This is an optimization exercise on Yosys and OpenROAD, whose aim is small area, a short achievable clock period and few clock cycles, not a production implementation.
Only simulation tests tie the RTL to the original design; equivalence was not proved.
Power and IR drop assume default switching activity.

== rev 12 ==
==> flow/design.v (excerpt) <==
module psg_voice #(
    parameter NFRAMES = 16              
) (
    input  wire         clk,
    input  wire         rst,
    input  wire         cmd_valid,
    output wire         cmd_ready,
    input  wire [3:0]   cmd_op,
    input  wire [1:0]   cmd_ch,
    input  wire [7:0]   cmd_velocity,
    input  wire [31:0]  cmd_duration,
    input  wire [31:0]  cmd_adsr,       
    input  wire [7:0]   cmd_vol,
    input  wire [7:0]   cmd_pan,
    input  wire [47:0]  cmd_inc,
    input  wire [127:0] cmd_arg,
    output reg          rsp_valid,
    output reg  [1:0]   rsp_status,
    output reg          rsp_tick,
    output reg          smp_valid,
    input  wire         smp_ready,
    output reg          smp_last,
    output reg  signed [17:0] smp_left,
    output reg  signed [17:0] smp_right
);
Size in the first run: ~960 flip-flops, ~320 I/O pins, ~75000 um2 of cells after synthesis.
==> flow/config.mk <==
export PLATFORM = sky130hd
export DESIGN_NAME = psg_voice
export DESIGN_NICKNAME = psg_voice
export VERILOG_FILES = /design/flow/design.v
export SDC_FILE = /design/flow/constraint.sdc
export NUM_CORES = 4
export LEC_CHECK = 0
export CAP_MARGIN = 20
export CORE_MARGIN = 2
export CORE_UTILIZATION = 40
export CTS_BUF_LIST = sky130_fd_sc_hd__clkbuf_8
export SLEW_MARGIN = 20
==> flow/constraint.sdc <==
create_clock -name core_clock -period 18.0 [get_ports {clk}]
set_input_delay 3.6000 -clock core_clock [delete_from_list [all_inputs] [get_ports {clk}]]
set_output_delay 3.6000 -clock core_clock [all_outputs]
set_load 0.01 [all_outputs]
standard.sh (not shown) runs the stock make flow with config.mk's settings and CLKGATE_MAP_FILE= SYNTH_SCRIPT=/design/flow/synth_recipe.tcl, a recipe that flattens the netlist after the stock synthesis.
==> flow/flow/run.sh <==
#!/bin/bash
# Layout: the standard ORFS flow on the design's SDC, in three make calls.
#  - Synthesis is the standard one (synth_recipe.tcl: -nofsm -noshare, flatten, rename)
#    except that adders are left to ABC instead of being mapped to full/half-adder
#    cells (ADDER_MAP_FILE empty); the registers are the same.
#  - Every input and output port still gets its own buffer, a plain buf_2 instead of
#    the delay buffer buffer_ports picks by default.
#  - The timing repairs after clock-tree synthesis and after global routing are asked
#    to leave more setup slack than the design's period needs (more after CTS, where
#    the parasitics are still estimated from placement).
# Every tool's log stays under orfs/logs; each make call's output goes to its own log.
set -euo pipefail
PORTS='BUFFER_PORTS_ARGS=-buffer_cell sky130_fd_sc_hd__buf_2'
bash standard.sh ADDER_MAP_FILE= "$PORTS" place > make_place.log 2>&1
bash standard.sh ADDER_MAP_FILE= "$PORTS" SETUP_SLACK_MARGIN=13 cts > make_cts.log 2>&1
bash standard.sh ADDER_MAP_FILE= "$PORTS" SETUP_SLACK_MARGIN=12.4 finish > make_finish.log 2>&1
Rev 12: full flow OK, the timing, design-rule and antenna checks passed
Testbench counts of rev 12, summed over its fixed seeds: cycles 56,605.
### rev 12 -> rev 13
Settings: CTS_BUF_LIST removed (was sky130_fd_sc_hd__clkbuf_8); CORE_UTILIZATION changed from 40 to 55.
--- a/flow/flow/run.sh
+++ b/flow/flow/run.sh
@@ -6,2 +5,0 @@
-#  - Every input and output port still gets its own buffer, a plain buf_2 instead of
-#    the delay buffer buffer_ports picks by default.
@@ -13,4 +11,3 @@
-PORTS='BUFFER_PORTS_ARGS=-buffer_cell sky130_fd_sc_hd__buf_2'
-bash standard.sh ADDER_MAP_FILE= "$PORTS" place > make_place.log 2>&1
-bash standard.sh ADDER_MAP_FILE= "$PORTS" SETUP_SLACK_MARGIN=13 cts > make_cts.log 2>&1
-bash standard.sh ADDER_MAP_FILE= "$PORTS" SETUP_SLACK_MARGIN=12.4 finish > make_finish.log 2>&1
+bash standard.sh ADDER_MAP_FILE= place > make_place.log 2>&1
+bash standard.sh ADDER_MAP_FILE= SETUP_SLACK_MARGIN=12.6 cts > make_cts.log 2>&1
+bash standard.sh ADDER_MAP_FILE= SETUP_SLACK_MARGIN=12 finish > make_finish.log 2>&1
[summary]
- Looking at cell count after placement, rev 13 sits 699 lower than rev 12 does.
- Rev 13 vs rev 12: synthesis-to-layout area growth down in rev 13
- Rev 12 → rev 13: routed wire length per instance moved up, met2 track utilization from global routing saw an increase.
- For total setup buffers inserted after CTS, dividing the value from rev 13 by the value from rev 12 gives 0.49.
- When rev 13 is set beside rev 12, its power share of the combinational group turns out to be 0.5 points larger.
- Going from rev 12 to rev 13, cell area moved down; total met3 wirelength after detailed routing shows an increase of about 24%; global-route usage higher; count of plain and timing-repair buffers in the layout saw a decrease.
- The total number of multi-input combinational cells of rev 12 and that of rev 13 are within noise of each other.

==> what the ideal ports hide <==
The flow's constraints put no driver on any port. The routed layouts listed below were extracted and timed again, unchanged, in two steps. Step 1, drivers: a clkbuf_16 drives clk and a buf_2 each remaining input, both assumed. Step 2 moves the port delays by t, midway between the first and last clock arrival at a register: inputs arrive t later, outputs are due t later. That takes back most of the time a late clock gives input paths. Slacks: ideal / step 1 / step 2; pairs: ideal / step 1.
run	shift t [ns]	setup slack, ns	latest minus earliest clock arrival (ns)	worst register clock-pin slew, ns
rev 12	0.990	12.191 / 12.187 / 11.197	0.081 / 0.081	0.07 / 0.07
rev 13	0.815	12.049 / 12.084 / 11.269	0.055 / 0.056	0.07 / 0.07
After both steps every run listed still meets setup and hold. For rev 12, which loses most, drivers alone change the setup slack by -0.004 ns; drivers and shift together by -0.994 ns.
